Source: an optimization exercise on an open RTL-to-GDS flow (aim: a short achievable clock period and few clock cycles). Production flows keep margins and buffers that such runs may drop.
In this exercise RTL edits were held to simulation tests only and were not proved equivalent to the original.
Power figures rest on the tool's default switching activity, not on a simulated workload.

File: flow/design.v
module simple_cpu (
    input  wire               clk,
    input  wire               rst,           
    input  wire               start,         
    input  wire               ld_valid,      
    input  wire signed [15:0] ld_word,
    input  wire               ld_fail,       
    input  wire        [1:0]  ld_fail_code,  
    input  wire               ld_done,       
    output wire               in_ready,
    input  wire               in_valid,
    input  wire signed [15:0] in_word,
    input  wire               in_bad,        
    output wire               out_valid,
    output wire        [1:0]  out_kind,
    output wire signed [14:0] out_word,
    output wire        [2:0]  phase,
    output wire        [3:0]  cause,
    output wire signed [27:0] acc,
    output wire        [6:0]  ic,
    output wire signed [14:0] ir,
    output wire signed [7:0]  opc,
    output wire signed [7:0]  opd,
    input  wire        [6:0]  dbg_addr,
    output wire signed [14:0] dbg_data
);
    localparam [2:0] PH_IDLE    = 3'd0,
                     PH_LOADING = 3'd1,
                     PH_RUNNING = 3'd2,
                     PH_HALTED  = 3'd3,
                     PH_ERROR   = 3'd4;
    localparam [3:0] C_NONE         = 4'd0,
                     C_TOO_MANY     = 4'd4,
                     C_BAD_TOKEN    = 4'd3,
                     C_ACC_OVERFLOW = 4'd5,
                     C_DIV_ZERO     = 4'd6,
                     C_UNKNOWN_OP   = 4'd7,
                     C_MOD_ZERO     = 4'd8,
                     C_IC_RANGE     = 4'd9;
    localparam [1:0] EV_PROMPT = 2'd1,
                     EV_REJECT = 2'd2,
                     EV_VALUE  = 2'd3;
    localparam [2:0] S_EXEC  = 3'd0,    
                     S_READW = 3'd1,    
                     S_REJ   = 3'd2,    
                     S_DIV   = 3'd3,    
                     S_MUL   = 3'd4,    
                     S_BAD   = 3'd5,    
                     S_DIV1  = 3'd6;    
    localparam OP_READ = 0, OP_WRITE = 1, OP_LOAD = 2, OP_STORE = 3,
               OP_ADD = 4, OP_SUB = 5, OP_DIV = 6, OP_MUL = 7, OP_MOD = 8,
               OP_BR = 9, OP_BRN = 10, OP_BRZ = 11, OP_HALT = 12;
    localparam integer DW = 135;    
    function [DW-1:0] decode;
        input [14:0] w;
        reg   [12:0]  h;
        reg   [6:0]   a;
        reg   [99:0]  ao;
        integer j;
        begin
            h = 13'd0;
            a = 7'd0;
            if (!w[14]) begin
                if (w >= 15'd1000 && w <= 15'd1099) begin h[OP_READ]  = 1'b1; a = w[6:0] - 7'd104; end
                if (w >= 15'd1100 && w <= 15'd1199) begin h[OP_WRITE] = 1'b1; a = w[6:0] - 7'd76;  end
                if (w >= 15'd2000 && w <= 15'd2099) begin h[OP_LOAD]  = 1'b1; a = w[6:0] - 7'd80;  end
                if (w >= 15'd2100 && w <= 15'd2199) begin h[OP_STORE] = 1'b1; a = w[6:0] - 7'd52;  end
                if (w >= 15'd3000 && w <= 15'd3099) begin h[OP_ADD]   = 1'b1; a = w[6:0] - 7'd56;  end
                if (w >= 15'd3100 && w <= 15'd3199) begin h[OP_SUB]   = 1'b1; a = w[6:0] - 7'd28;  end
                if (w >= 15'd3200 && w <= 15'd3299) begin h[OP_DIV]   = 1'b1; a = w[6:0] - 7'd0;   end
                if (w >= 15'd3300 && w <= 15'd3399) begin h[OP_MUL]   = 1'b1; a = w[6:0] - 7'd100; end
                if (w >= 15'd3400 && w <= 15'd3499) begin h[OP_MOD]   = 1'b1; a = w[6:0] - 7'd72;  end
                if (w >= 15'd4000 && w <= 15'd4099) begin h[OP_BR]    = 1'b1; a = w[6:0] - 7'd32;  end
                if (w >= 15'd4100 && w <= 15'd4199) begin h[OP_BRN]  = 1'b1; a = w[6:0] - 7'd4;   end
                if (w >= 15'd4200 && w <= 15'd4299) begin h[OP_BRZ]  = 1'b1; a = w[6:0] - 7'd104; end
                if (w >= 15'd4300 && w <= 15'd4399) begin h[OP_HALT] = 1'b1; a = w[6:0] - 7'd76;  end
            end
            for (j = 0; j < 100; j = j + 1)
                ao[j] = (a == j);
            decode = {w, h, a, ao};
        end
    endfunction
    reg  [1499:0] memv;
    function [14:0] rd;
        input [99:0]   sel;
        input [1499:0] m;
        integer j;
        begin
            rd = 15'd0;
            for (j = 0; j < 100; j = j + 1)
                rd = rd | (m[15 * j +: 15] & {15{sel[j]}});
        end
    endfunction
    function [99:0] onehot;
        input [6:0] x;
        integer j;
        begin
            for (j = 0; j < 100; j = j + 1)
                onehot[j] = (x == j);
        end
    endfunction
    function [17:0] dstep;        
        input [13:0]  r;
        input [3:0]   dg;
        input [284:0] mk;         
        input         n;          
        reg   [19:0]  t, d;
        reg   [15:0]  ge;
        reg   [3:0]   q;
        reg   [13:0]  rn;
        reg   [13:0]  rk [0:15];
        integer k;
        begin
            t = {2'b00, r, dg};
            ge = 16'd0;
            rk[0] = t[13:0];
            for (k = 1; k <= 15; k = k + 1) begin
                d = n ? t + {mk[19 * (k - 1) + 18], mk[19 * (k - 1) +: 19]}
                      : t - {mk[19 * (k - 1) + 18], mk[19 * (k - 1) +: 19]};
                ge[k] = !d[19];
                rk[k] = d[13:0];
            end
            q  = 4'd0;
            rn = ge[1] ? 14'd0 : rk[0];
            for (k = 1; k <= 15; k = k + 1) begin
                if (ge[k] && (k == 15 || !ge[(k + 1) % 16])) begin
                    q  = q | k;
                    rn = rn | rk[k];
                end
            end
            dstep = {q, rn};
        end
    endfunction
    reg signed [27:0] acc_r;
    reg        [2:0]  phase_r;
    reg        [3:0]  cause_r;
    reg        [2:0]  st;
    reg        [6:0]  ld_ptr;
    reg        [6:0]  ic_r;
    reg        [99:0] icoh;                    
    reg               v0, v1, v2;              
    reg signed [14:0] w0, w1, w2;              
    reg        [12:0] op0, op1, op2;
    reg        [6:0]  a0, a1, a2;              
    reg        [99:0] a0oh, a1oh, a2oh;
    wire [6:0] ic1 = ic_r + 7'd1;
    wire [6:0] ic2 = ic_r + 7'd2;
    wire [6:0] ic3 = ic_r + 7'd3;
    wire [6:0] ic4 = ic_r + 7'd4;
    wire [6:0] ic5 = ic_r + 7'd5;
    reg signed [27:0] prod_r;
    reg        [13:0] dA;                      
    reg        [9:0]  dQ;                      
    reg        [13:0] dR;                      
    reg        [284:0] dMk;                    
    reg               dbn, dqneg, drneg, dmod;
    reg        [14:0] bad_m;
    reg               bad_s;
    reg signed [7:0]  bad_opc, bad_opd;
    wire running = (phase_r == PH_RUNNING);
    wire signed [14:0] opv   = rd(a0oh, memv);
    wire        [14:0] r_a0p = rd({a0oh[98:0], 1'b0}, memv);
    wire        [14:0] r_a0q = rd({a0oh[97:0], 2'b0}, memv);
    wire signed [14:0] r_a1  = rd(a1oh, memv);
    wire        [14:0] r_a1p = rd({a1oh[98:0], 1'b0}, memv);
    wire        [14:0] r_a1q = rd({a1oh[97:0], 2'b0}, memv);
    wire        [14:0] r_a2  = rd(a2oh, memv);
    wire        [14:0] r_a2p = rd({a2oh[98:0], 1'b0}, memv);
    wire        [14:0] r_a2q = rd({a2oh[97:0], 2'b0}, memv);
    wire        [14:0] r_ic3 = rd({icoh[96:0], 3'b0}, memv);
    wire        [14:0] r_ic4 = rd({icoh[95:0], 4'b0}, memv);
    wire        [14:0] r_ic5 = rd({icoh[94:0], 5'b0}, memv);
    wire        ex = (st == S_EXEC) && v0;
    wire        lp = ex && op0[OP_LOAD] && v1 && (op1[OP_ADD] | op1[OP_SUB]);
    wire        lm = ex && op0[OP_LOAD] && v1 &&
                     (op1[OP_MUL] | ((op1[OP_DIV] | op1[OP_MOD]) && (r_a1 != 15'sd0)));
    wire signed [15:0] ain    = lp ? {opv[14], opv} : acc_r[15:0];
    wire signed [15:0] bin    = lp ? {r_a1[14], r_a1} : {opv[14], opv};
    wire signed [15:0] sum    = ain + bin;
    wire signed [15:0] dif    = ain - bin;
    wire signed [14:0] mx     = lm ? opv  : acc_r[14:0];
    wire signed [14:0] my     = lm ? r_a1 : opv;
    wire signed [27:0] prod   = mx * my;
    wire        sum_ok  = (sum  >= -16'sd9999) && (sum  <= 16'sd9999);
    wire        dif_ok  = (dif  >= -16'sd9999) && (dif  <= 16'sd9999);
    wire        prod_ok = (prod_r >= -28'sd9999) && (prod_r <= 28'sd9999);
    wire        acc_neg  = acc_r[27];
    wire        acc_zero = (acc_r == 28'sd0);
    wire        in_accept = !in_bad && (in_word >= -16'sd9999) && (in_word <= 16'sd9999);
    wire        ld_ok     = (ld_word >= -16'sd9999) && (ld_word <= 16'sd9999);
    wire [13:0] xa_mag = mx[14] ? -mx[13:0] : mx[13:0];
    reg  [284:0] mk_n;
    integer kk;
    always @* begin
        for (kk = 1; kk <= 15; kk = kk + 1)
            mk_n[19 * (kk - 1) +: 19] = $signed(my) * kk;
    end
    wire [17:0] ds1 = dstep(14'd0, {2'b00, dA[13:12]}, dMk, dbn);
    wire [17:0] ds2 = dstep(ds1[13:0], dA[11:8], dMk, dbn);
    wire [17:0] ds3 = dstep(ds2[13:0], dA[7:4], dMk, dbn);
    wire [17:0] ds4 = dstep(dR, dA[3:0], dMk, dbn);
    wire [13:0] dq_m   = {dQ, ds4[17:14]};
    wire [13:0] dres_m = dmod ? ds4[13:0] : dq_m;
    wire        dres_n = dmod ? drneg : dqneg;
    wire signed [27:0] dres = dres_n ? -$signed({14'd0, dres_m}) : $signed({14'd0, dres_m});
    wire        dres_z = (dres_m == 14'd0);
    reg         adv;
    always @* begin
        adv = 1'b0;
        if (running) begin
            case (st)
            S_EXEC:  adv = v0 && (op0[OP_READ] ? (in_valid && in_accept) :
                                  (op0[OP_WRITE] | op0[OP_LOAD] | op0[OP_STORE] | op0[OP_ADD] |
                                   op0[OP_SUB] | op0[OP_BR] | op0[OP_BRN] | op0[OP_BRZ]));
            S_READW: adv = in_valid && in_accept;
            S_DIV:   adv = 1'b1;
            S_MUL:   adv = 1'b1;
            default: adv = 1'b0;
            endcase
        end
    end
    wire        e_add = (st == S_EXEC) & (lp ? op1[OP_ADD] : op0[OP_ADD]);
    wire        e_sub = (st == S_EXEC) & (lp ? op1[OP_SUB] : op0[OP_SUB]);
    wire        e_load = (st == S_EXEC) & !lp & op0[OP_LOAD];
    wire        ovf  = (st == S_EXEC) ? ((e_add & !sum_ok) | (e_sub & !dif_ok))
                                      : ((st == S_MUL) & !prod_ok);
    wire        done = adv && !ovf;
    wire        i0_mul  = (st == S_MUL);
    wire        i0_div  = (st == S_DIV);
    wire signed [27:0] acc_new = e_load ? {{13{opv[14]}}, opv} :
                                 e_add  ? {{12{sum[15]}}, sum} :
                                 e_sub  ? {{12{dif[15]}}, dif} :
                                 i0_mul ? prod_r :
                                 i0_div ? dres : acc_r;
    wire        new_neg  = e_load ? opv[14]  : e_add ? sum[15]  : e_sub ? dif[15]  :
                           i0_mul ? prod_r[27] : i0_div ? (dres_n & !dres_z) : acc_neg;
    wire        new_zero = e_load ? (opv == 15'sd0) : e_add ? (sum == 16'sd0) :
                           e_sub  ? (dif == 16'sd0) : i0_mul ? (prod_r == 28'sd0) :
                           i0_div ? dres_z : acc_zero;
    wire        i0_st   = ex & op0[OP_STORE];
    wire        i0_rd   = (ex & op0[OP_READ]) | (st == S_READW);
    wire        we0     = running & (i0_st | (i0_rd & in_valid & in_accept));
    wire [14:0] wd0     = op0[OP_STORE] ? acc_r[14:0] : in_word[14:0];
    wire [12:0] q_op  = lp ? op2 : op1;
    wire [6:0]  q_a   = lp ? a2  : a1;
    wire [99:0] q_aoh = lp ? a2oh : a1oh;
    wire        q_v   = lp ? v2  : v1;
    wire        q_br  = q_op[OP_BR] | q_op[OP_BRN] | q_op[OP_BRZ];
    wire        q_st  = q_op[OP_STORE] && (lp ? ((a2 != ic3) && (a2 != ic4) && (a2 != ic5))
                                              : ((a1 != ic2) && (a1 != ic3) && (a1 != ic4)));
    wire        i0_nowr1 = (a0 != ic1);
    wire        fold_br = q_br && ((ex && (op0[OP_LOAD] | op0[OP_ADD] | op0[OP_SUB] | op0[OP_WRITE] |
                                           ((op0[OP_STORE] | op0[OP_READ]) & i0_nowr1))) ||
                                   ((st == S_READW) && i0_nowr1) ||
                                   (st == S_MUL) || (st == S_DIV));
    wire        fold_st = q_st && ((ex && (op0[OP_LOAD] | op0[OP_ADD] | op0[OP_SUB] | op0[OP_WRITE])) ||
                                   (st == S_MUL) || (st == S_DIV));
    wire        fold    = q_v && !lm && (fold_br || fold_st);
    wire        we1     = running && done && fold && q_op[OP_STORE];
    wire        taken0  = op0[OP_BR] | (op0[OP_BRN] & acc_neg) | (op0[OP_BRZ] & acc_zero);
    wire        takenq  = q_op[OP_BR] | (q_op[OP_BRN] & new_neg) | (q_op[OP_BRZ] & new_zero);
    wire [DW-1:0] d_wd0 = decode(wd0);
    wire [DW-1:0] d_w1  = {w1, op1, a1, a1oh};
    wire [DW-1:0] d_w2  = {w2, op2, a2, a2oh};
    wire [DW-1:0] d_a0  = decode(opv);
    wire [DW-1:0] d_a0p = decode(r_a0p);
    wire [DW-1:0] d_a0q = decode(r_a0q);
    wire [DW-1:0] d_a1  = decode(r_a1);
    wire [DW-1:0] d_a1p = decode(r_a1p);
    wire [DW-1:0] d_a1q = decode(r_a1q);
    wire [DW-1:0] d_a2  = decode(r_a2);
    wire [DW-1:0] d_a2p = decode(r_a2p);
    wire [DW-1:0] d_a2q = decode(r_a2q);
    wire [DW-1:0] d_ic3 = decode(r_ic3);
    wire [DW-1:0] d_ic4 = decode(r_ic4);
    wire [DW-1:0] d_ic5 = decode(r_ic5);
    wire [DW-1:0] d_m0  = decode(memv[14:0]);
    wire [DW-1:0] d_m1  = decode(memv[29:15]);
    wire [DW-1:0] d_m2  = decode(memv[44:30]);
    wire [DW-1:0] f1  = (we0 && a0 == ic1) ? d_wd0 : d_w1;
    wire [DW-1:0] f2  = (we0 && a0 == ic2) ? d_wd0 : d_w2;
    wire [DW-1:0] f3  = (we0 && a0 == ic3) ? d_wd0 : d_ic3;
    wire [DW-1:0] f4  = (we0 && a0 == ic4) ? d_wd0 : d_ic4;
    wire [DW-1:0] fd0 = (we0 && a0 == a1)           ? d_wd0 : d_a1;
    wire [DW-1:0] fd1 = (we0 && a0 == a1 + 7'd1)    ? d_wd0 : d_a1p;
    wire [DW-1:0] fd2 = (we0 && a0 == a1 + 7'd2)    ? d_wd0 : d_a1q;
    wire        selB = taken0;
    wire        selC = !taken0 && (lp ? !fold : (fold && !takenq));
    wire        selD = !taken0 && !lp && fold && takenq;
    wire        selF = lp && fold && !takenq;
    wire        selG = lp && fold && takenq;
    wire [DW-1:0] n0 = selB ? d_a0  : selC ? f2  : selD ? fd0 : selF ? d_ic3 : selG ? d_a2  : f1;
    wire [DW-1:0] n1 = selB ? d_a0p : selC ? f3  : selD ? fd1 : selF ? d_ic4 : selG ? d_a2p : f2;
    wire [DW-1:0] n2 = selB ? d_a0q : selC ? f4  : selD ? fd2 : selF ? d_ic5 : selG ? d_a2q : f3;
    wire [6:0]  nic  = selB ? a0 : selC ? ic2 : selD ? a1 : selF ? ic3 : selG ? a2 : ic1;
    wire [99:0] nicoh = selB ? a0oh : selC ? {icoh[97:0], 2'b0} : selD ? a1oh :
                        selF ? {icoh[96:0], 3'b0} : selG ? a2oh : {icoh[98:0], 1'b0};
    wire        nv0  = selB | selD | selG | (selC ? (ic2 <= 7'd99) : selF ? (ic3 <= 7'd99) : (ic1 <= 7'd99));
    wire        nv1  = selB ? (a0 <= 7'd98) : selD ? (a1 <= 7'd98) : selG ? (a2 <= 7'd98) :
                       selC ? (ic2 <= 7'd98) : selF ? (ic3 <= 7'd98) : (ic1 <= 7'd98);
    wire        nv2  = selB ? (a0 <= 7'd97) : selD ? (a1 <= 7'd97) : selG ? (a2 <= 7'd97) :
                       selC ? (ic2 <= 7'd97) : selF ? (ic3 <= 7'd97) : (ic1 <= 7'd97);
    wire [DW-1:0] nlast = selF ? d_w2 : selC ? d_w1 : {w0, op0, a0, a0oh};
    wire        loading = (phase_r == PH_LOADING);
    wire        ld_wr   = loading && !ld_fail && ld_valid && ld_ok && (ld_ptr != 7'd100);
    wire [99:0] ld_oh   = onehot(ld_ptr);
    wire [99:0] we_v    = ({100{ld_wr}} & ld_oh) | ({100{we0}} & a0oh) | ({100{we1}} & q_aoh);
    wire [14:0] mem_wd  = loading ? ld_word[14:0] : (we1 ? acc_new[14:0] : wd0);
    integer i;
    always @(posedge clk) begin
        for (i = 0; i < 100; i = i + 1) begin
            if (rst)
                memv[15 * i +: 15] <= 15'd0;
            else if (we_v[i])
                memv[15 * i +: 15] <= mem_wd;
        end
    end
    wire [29:0] bad_q30 = bad_m * 15'd5243;
    wire [7:0]  bad_q   = bad_q30[26:19];
    wire [7:0]  bad_r   = bad_m[7:0] - bad_q * 8'd100;
    reg  [7:0]  opc_code;
    always @* begin
        opc_code = 8'd0;
        if (op0[OP_READ])  opc_code = 8'd10;
        if (op0[OP_WRITE]) opc_code = 8'd11;
        if (op0[OP_LOAD])  opc_code = 8'd20;
        if (op0[OP_STORE]) opc_code = 8'd21;
        if (op0[OP_ADD])   opc_code = 8'd30;
        if (op0[OP_SUB])   opc_code = 8'd31;
        if (op0[OP_DIV])   opc_code = 8'd32;
        if (op0[OP_MUL])   opc_code = 8'd33;
        if (op0[OP_MOD])   opc_code = 8'd34;
        if (op0[OP_BR])    opc_code = 8'd40;
        if (op0[OP_BRN])   opc_code = 8'd41;
        if (op0[OP_BRZ])   opc_code = 8'd42;
        if (op0[OP_HALT])  opc_code = 8'd43;
    end
    wire        op0_ok = |op0;
    always @(posedge clk) begin
        if (rst) begin
            acc_r   <= 28'sd0;
            phase_r <= PH_IDLE;
            cause_r <= C_NONE;
            st      <= S_EXEC;
            ld_ptr  <= 7'd0;
            ic_r    <= 7'd0;
            icoh    <= 100'd1;
            v0      <= 1'b0;
            v1      <= 1'b0;
            v2      <= 1'b0;
            w0      <= 15'sd0;
            w1      <= 15'sd0;
            w2      <= 15'sd0;
            op0     <= 13'd0;
            op1     <= 13'd0;
            op2     <= 13'd0;
            a0      <= 7'd0;
            a1      <= 7'd0;
            a2      <= 7'd0;
            a0oh    <= 100'd0;
            a1oh    <= 100'd0;
            a2oh    <= 100'd0;
            prod_r  <= 28'sd0;
            dA      <= 14'd0;
            dQ      <= 10'd0;
            dR      <= 14'd0;
            dMk     <= 285'd0;
            dbn     <= 1'b0;
            dqneg   <= 1'b0;
            drneg   <= 1'b0;
            dmod    <= 1'b0;
            bad_m   <= 15'd0;
            bad_s   <= 1'b0;
            bad_opc <= 8'sd0;
            bad_opd <= 8'sd0;
        end else begin
            bad_m   <= w0[14] ? -w0 : w0;
            bad_s   <= w0[14];
            bad_opc <= bad_s ? -bad_q : bad_q;
            bad_opd <= bad_s ? -bad_r : bad_r;
            case (phase_r)
            PH_IDLE: begin
                if (start)
                    phase_r <= PH_LOADING;
            end
            PH_LOADING: begin
                if (ld_fail) begin
                    cause_r <= {2'b00, ld_fail_code};
                    phase_r <= PH_ERROR;
                end else if (ld_valid) begin
                    if (!ld_ok) begin
                        cause_r <= C_BAD_TOKEN;
                        phase_r <= PH_ERROR;
                    end else if (ld_ptr == 7'd100) begin
                        cause_r <= C_TOO_MANY;
                        phase_r <= PH_ERROR;
                    end else begin
                        ld_ptr <= ld_ptr + 7'd1;
                    end
                end else if (ld_done) begin
                    phase_r <= PH_RUNNING;
                    st      <= S_EXEC;
                    ic_r    <= 7'd0;
                    icoh    <= 100'd1;
                    v0      <= 1'b1;
                    v1      <= 1'b1;
                    v2      <= 1'b1;
                    {w0, op0, a0, a0oh} <= d_m0;
                    {w1, op1, a1, a1oh} <= d_m1;
                    {w2, op2, a2, a2oh} <= d_m2;
                end
            end
            PH_RUNNING: begin
                if (done) begin
                    st   <= S_EXEC;
                    ic_r <= nic;
                    icoh <= nicoh;
                    v0   <= nv0;
                    v1   <= nv1;
                    v2   <= nv2;
                    if (nv0)
                        {w0, op0, a0, a0oh} <= n0;
                    else
                        {w0, op0, a0, a0oh} <= nlast;
                    {w1, op1, a1, a1oh} <= n1;
                    {w2, op2, a2, a2oh} <= n2;
                    acc_r <= acc_new;
                end
                case (st)
                S_EXEC: begin
                    if (!v0) begin
                        cause_r <= C_IC_RANGE;
                        phase_r <= PH_ERROR;
                    end else begin
                        if (ovf) begin
                            acc_r   <= e_add ? {{12{sum[15]}}, sum} : {{12{dif[15]}}, dif};
                            cause_r <= C_ACC_OVERFLOW;
                            phase_r <= PH_ERROR;
                            if (lp) begin
                                ic_r <= ic1;
                                {w0, op0, a0, a0oh} <= d_w1;
                            end
                        end
                        if (op0[OP_MUL] | (lm & op1[OP_MUL])) begin
                            prod_r <= prod;
                            st     <= S_MUL;
                        end
                        if (op0[OP_DIV] | op0[OP_MOD] | (lm & (op1[OP_DIV] | op1[OP_MOD]))) begin
                            if (!lm && opv == 15'sd0) begin
                                cause_r <= op0[OP_DIV] ? C_DIV_ZERO : C_MOD_ZERO;
                                phase_r <= PH_ERROR;
                            end else begin
                                dA    <= xa_mag;
                                dMk   <= mk_n;
                                dbn   <= my[14];
                                dqneg <= mx[14] ^ my[14];
                                drneg <= mx[14];
                                dmod  <= lm ? op1[OP_MOD] : op0[OP_MOD];
                                st    <= S_DIV1;
                            end
                        end
                        if (op0[OP_READ] && in_valid && !in_accept)
                            st <= S_REJ;
                        if (op0[OP_READ] && !in_valid)
                            st <= S_READW;
                        if (op0[OP_HALT])
                            phase_r <= PH_HALTED;
                        if (!op0_ok)
                            st <= S_BAD;
                    end
                end
                S_READW: begin
                    if (in_valid && !in_accept)
                        st <= S_REJ;
                end
                S_REJ: begin
                    st <= S_EXEC;
                end
                S_DIV1: begin
                    dQ <= {ds1[15:14], ds2[17:14], ds3[17:14]};
                    dR <= ds3[13:0];
                    st <= S_DIV;
                end
                S_MUL: begin
                    if (ovf) begin
                        acc_r   <= prod_r;
                        cause_r <= C_ACC_OVERFLOW;
                        phase_r <= PH_ERROR;
                    end
                end
                S_BAD: begin
                    cause_r <= C_UNKNOWN_OP;
                    phase_r <= PH_ERROR;
                end
                default: ;
                endcase
            end
            default: ;
            endcase
        end
    end
    assign in_ready  = running && ((ex && op0[OP_READ]) || (st == S_READW));
    assign out_valid = running && ((ex && (op0[OP_READ] | op0[OP_WRITE])) || (st == S_REJ));
    assign out_kind  = (st == S_REJ) ? EV_REJECT : op0[OP_READ] ? EV_PROMPT : EV_VALUE;
    assign out_word  = opv;
    assign phase     = phase_r;
    assign cause     = cause_r;
    assign acc       = acc_r;
    assign ic        = ic_r;
    assign ir        = w0;
    assign opc       = op0_ok ? opc_code : bad_opc;
    assign opd       = op0_ok ? {1'b0, a0} : bad_opd;
    assign dbg_data  = rd(onehot(dbg_addr), memv);
endmodule
File: flow/run.sh
#!/bin/bash
# synth_recipe.tcl (not shown) runs the flow's synth.tcl, then flattens the netlist and writes it again
# the make line also repeats each setting of config.mk as NAME=value (left out here)
make -C /OpenROAD-flow-scripts/flow DESIGN_CONFIG=/design/flow/config.mk WORK_HOME=/design/flow/orfs CLKGATE_MAP_FILE= SYNTH_SCRIPT=/design/flow/synth_recipe.tcl finish
File: flow/config.mk
export PLATFORM = sky130hd
export DESIGN_NAME = simple_cpu
export DESIGN_NICKNAME = simple_cpu
export VERILOG_FILES = /design/flow/design.v
export SDC_FILE = /design/flow/constraint.sdc
export NUM_CORES = 4
export LEC_CHECK = 0
export CAP_MARGIN = 40
export CORE_MARGIN = 2
export CORE_UTILIZATION = 40
export PLACE_DENSITY = 0.6
export SETUP_SLACK_MARGIN = 5
export SLEW_MARGIN = 30
File: flow/constraint.sdc
create_clock -name core_clock -period 18.0 [get_ports {clk}]
set_input_delay 3.6000 -clock core_clock [delete_from_list [all_inputs] [get_ports {clk}]]
set_output_delay 3.6000 -clock core_clock [all_outputs]
set_load 0.01 [all_outputs]
==> out/results.ini, run 1 <==
[run_status]
status=aborted with a tool error
stop_stage=5_1_grt
error=[ERROR GRT-0116] Global routing finished with congestion. Check the congestion regions in the DRC Viewer.

[clocking]
cts_buffer_depth=4
cts_hold_buf=0
cts_made_buffers=322
htree_levels=5
cts.sinks=2288
cts-root-buf=clkbuf_16

[logic_synthesis]
synthArstFlopShare_pct=0
synth_top_area_cell=dfxtp_1
synth_area_leaders=dfxtp_1, a22oi_1, a221oi_1, a22o_1, ha_1
synth_common_cells=a22oi_1, clkbuf_1, nor2_1
avgSynthCellArea_um2=7.07
yosysSeqAreaShare_pct=13.7
syn_inst=47185
yosysMostFrequentCell=a22oi_1
synth-seq-cells=2288
ys_warn_count=5
synth-edff-count=0
yosysTopAreaCellShare_pct=13.7
syn_nets=49021
syn-cell-area_um2=334000
yosys.cell_types.count=149
synthFlopType=dfxtp_1

[grt]
grtUsageTotal_pct=112
grt_max_degree=189
grt_pass1_vias=593303
grt_pass1_wl_um=6480000
grt.overflow.total=111598

[die]
die_w_um=918
initial_utilization_pct=40.1
io_pins=156
die_h_um=918
rows=335

[placement]
place_hpwl_um=3370000
place_congestion=1.69
port_buffers=155

cells by family after synthesis:
group / after synthesis / share of synthesized area [%]
compound gates: 20650 / 45.9
xor+xnor: 1156 / 3.04
fa+ha+maj: 1788 / 7.54
buf+inv: 7476 / 8.87
flops: 2288 / 13.7
mux: 378 / 1.16
simple gates: 13449 / 19.7
per-layer routing:
metal	GRT overflow	global-route usage (%)
met3	13528	100
met4	14158	109
met2	55683	130
met1	26531	106
met5	1698	90.7
what timing repair did:
| item | in CTS |
|---|---|
| setup endpoints to repair | 25 |
| pin swaps | 4 |
| buffers inserted | 12 |
| resized for setup | 66 |
per-stage QoR:
stage | util, % | instances | hold slack (ns) | setup slack (ns) | cell area, um^2
after floorplan | - | 47185 | 0.439 | 5.02 | 334000
after global placement | 44.0 | 56908 | 0.461 | 2.62 | 366000
after detailed placement | 44.6 | 57196 | 0.471 | 2.98 | 371000
after CTS | 46.0 | 57796 | 0.481 | 5.00 | 383000
power by group through the flow:
| stage | registers [uW] | clock network (uW) | logic, uW |
|---|---|---|---|
| CTS | 5900 | 7180 | 7020 |
| detailed placement | 6010 | 0 | 7000 |
| floorplan | 5350 | 0 | 2780 |
| global placement | 6030 | 0 | 6890 |
how the worst max path moves through the flow:
stage / startpoint / end / slack [ns]
CTS: dMk[266] / dR[0] / 5.00
detailed placement: dMk[266] / dR[0] / 2.98
global placement: dMk[266] / dR[6] / 2.62
floorplan: dMk[151] / dR[6] / 5.02
Testbench counts, summed over its fixed seeds: cycles 38,488.
==> run 2, diff against run 1 <==
--- a/flow/design.v
+++ b/flow/design.v
@@ -47,4 +47,3 @@
                      S_MUL   = 3'd4,    
-                     S_BAD   = 3'd5,    
-                     S_DIV1  = 3'd6;    
+                     S_BAD   = 3'd5;    
     localparam OP_READ = 0, OP_WRITE = 1, OP_LOAD = 2, OP_STORE = 3,
@@ -152,3 +151,3 @@
     reg        [13:0] dA;                      
-    reg        [9:0]  dQ;                      
+    reg        [5:0]  dQ;                      
     reg        [13:0] dR;                      
@@ -197,7 +196,21 @@
     end
-    wire [17:0] ds1 = dstep(14'd0, {2'b00, dA[13:12]}, dMk, dbn);
-    wire [17:0] ds2 = dstep(ds1[13:0], dA[11:8], dMk, dbn);
-    wire [17:0] ds3 = dstep(ds2[13:0], dA[7:4], dMk, dbn);
-    wire [17:0] ds4 = dstep(dR, dA[3:0], dMk, dbn);
-    wire [13:0] dq_m   = {dQ, ds4[17:14]};
+    wire [13:0] xb_mag = my[14] ? -my[13:0] : my[13:0];
+    reg  [5:0]  sq;
+    reg  [6:0]  sr;
+    integer si;
+    always @* begin
+        sr = 7'd0;
+        for (si = 5; si >= 0; si = si - 1) begin
+            sr = {sr[5:0], xa_mag[8 + si]};
+            if ((xb_mag[13:7] == 7'd0) && (sr >= xb_mag[6:0])) begin
+                sr = sr - xb_mag[6:0];
+                sq[si] = 1'b1;
+            end else begin
+                sq[si] = 1'b0;
+            end
+        end
+    end
+    wire [17:0] ds3 = dstep(dR, dA[7:4], dMk, dbn);
+    wire [17:0] ds4 = dstep(ds3[13:0], dA[3:0], dMk, dbn);
+    wire [13:0] dq_m   = {dQ, ds3[17:14], ds4[17:14]};
     wire [13:0] dres_m = dmod ? ds4[13:0] : dq_m;
@@ -364,3 +377,3 @@
             dA      <= 14'd0;
-            dQ      <= 10'd0;
+            dQ      <= 6'd0;
             dR      <= 14'd0;
@@ -453,2 +466,4 @@
                                 dA    <= xa_mag;
+                                dQ    <= sq;
+                                dR    <= {7'd0, sr};
                                 dMk   <= mk_n;
@@ -458,3 +473,3 @@
                                 dmod  <= lm ? op1[OP_MOD] : op0[OP_MOD];
-                                st    <= S_DIV1;
+                                st    <= S_DIV;
                             end
@@ -478,7 +493,2 @@
                 end
-                S_DIV1: begin
-                    dQ <= {ds1[15:14], ds2[17:14], ds3[17:14]};
-                    dR <= ds3[13:0];
-                    st <= S_DIV;
-                end
                 S_MUL: begin
==> run 2 against run 1 <==
The flow again stops in 5_1_grt. Synthesized cell count is 4.6% lower. Area after synthesis shrank 4.5%.
==> out/results.ini, run 2 <==
[grt]
grt_max_degree=165
grt_pass1_vias=570990
grt_pass1_wl_um=6260000
grtUsageTotal_pct=113
grt.overflow.total=116725

[clocking]
cts_buffer_depth=4
cts_hold_buf=0
htree_levels=5
cts.sinks=2271
cts-root-buf=clkbuf_16
cts_made_buffers=326

[logic_synthesis]
syn_inst=45034
synth-seq-cells=2271
synth_top_area_cell=dfxtp_1
synth-edff-count=0
syn-cell-area_um2=319000
synthFlopType=dfxtp_1
avgSynthCellArea_um2=7.08
yosysMostFrequentCell=clkbuf_1
synthArstFlopShare_pct=0
syn_nets=46568
yosysTopAreaCellShare_pct=14.3
synth_area_leaders=dfxtp_1, a22oi_1, a221oi_1, a22o_1, clkbuf_1
synth_common_cells=clkbuf_1, a22oi_1, nand2_1
yosys.cell_types.count=135
ys_warn_count=3
yosysSeqAreaShare_pct=14.3

[placement]
port_buffers=155
place_hpwl_um=3390000
place_congestion=1.64
dp_cells=55206
dp_slack_ns=-0.422

[run_status]
error=[ERROR GRT-0116] Global routing finished with congestion. Check the congestion regions in the DRC Viewer.
status=aborted with a tool error
stop_stage=5_1_grt

[die]
die_h_um=897
die_w_um=897
rows=327
initial_utilization_pct=40.2
io_pins=156

-- run 2: cell count changes after synthesis, sizes merged, moves of 119 or more --
cell | before | now
o21ai | 2097 | 2595
a311oi | 105 | 237
nand2b | 390 | 200
ha | 1416 | 1119
nand3 | 1190 | 1068
o221ai | 467 | 348
nor2 | 3775 | 3068
xnor2 | 873 | 650
a211oi | 1538 | 944
nand2 | 3356 | 3099
a22oi | 4609 | 4314
inv | 1319 | 1160
mux2i | 329 | 699
-- run 2: per-stage QoR --
stage,setup TNS (ns),area (um^2)
CTS,0,378000
detailed placement,-2.87,364000
global placement,-14.54,359000
floorplan,0,320000
-- run 2: kinds of logic after synthesis --
group / count (synthesis) / share of synthesized area (%)
compound gates: 20315 / 46.6
xor+xnor: 950 / 2.61
fa+ha+maj: 1485 / 6.69
buf+inv: 7268 / 8.95
flops: 2271 / 14.3
mux: 762 / 2.43
simple gates: 11983 / 18.4
-- run 2: timing repair --
item	in CTS
gates cloned	2
resized for setup	194
buffers inserted	216
setup endpoints to repair	2011
pin swaps	59
-- run 2: power by group through the flow --
stage | sequential, uW | clock (uW) | combinational, uW
floorplan | 5300 | 0 | 4730
global placement | 5810 | 0 | 10000
detailed placement | 5770 | 0 | 9830
CTS | 5650 | 7210 | 10800
-- run 2: metal layers --
layer  global-route usage [%]  GRT overflow
met1                      108         27294
met2                      134         60145
met3                      101         13966
met4                      108         13586
met5                     95.1          1734
-- run 2: worst max path at each step --
stage | slack [ns] | to | depth (start not counted) | startpoint
detailed placement | -0.42 | dR[1] | 88 | a1oh[26]
CTS | 1.36 | dR[1] | 88 | a1oh[10]
global placement | -1.89 | dR[3] | 85 | a1oh[14]
floorplan | 3.37 | dR[4] | 89 | memv[121]
Testbench counts of run 2, summed over its fixed seeds: cycles 34,350.
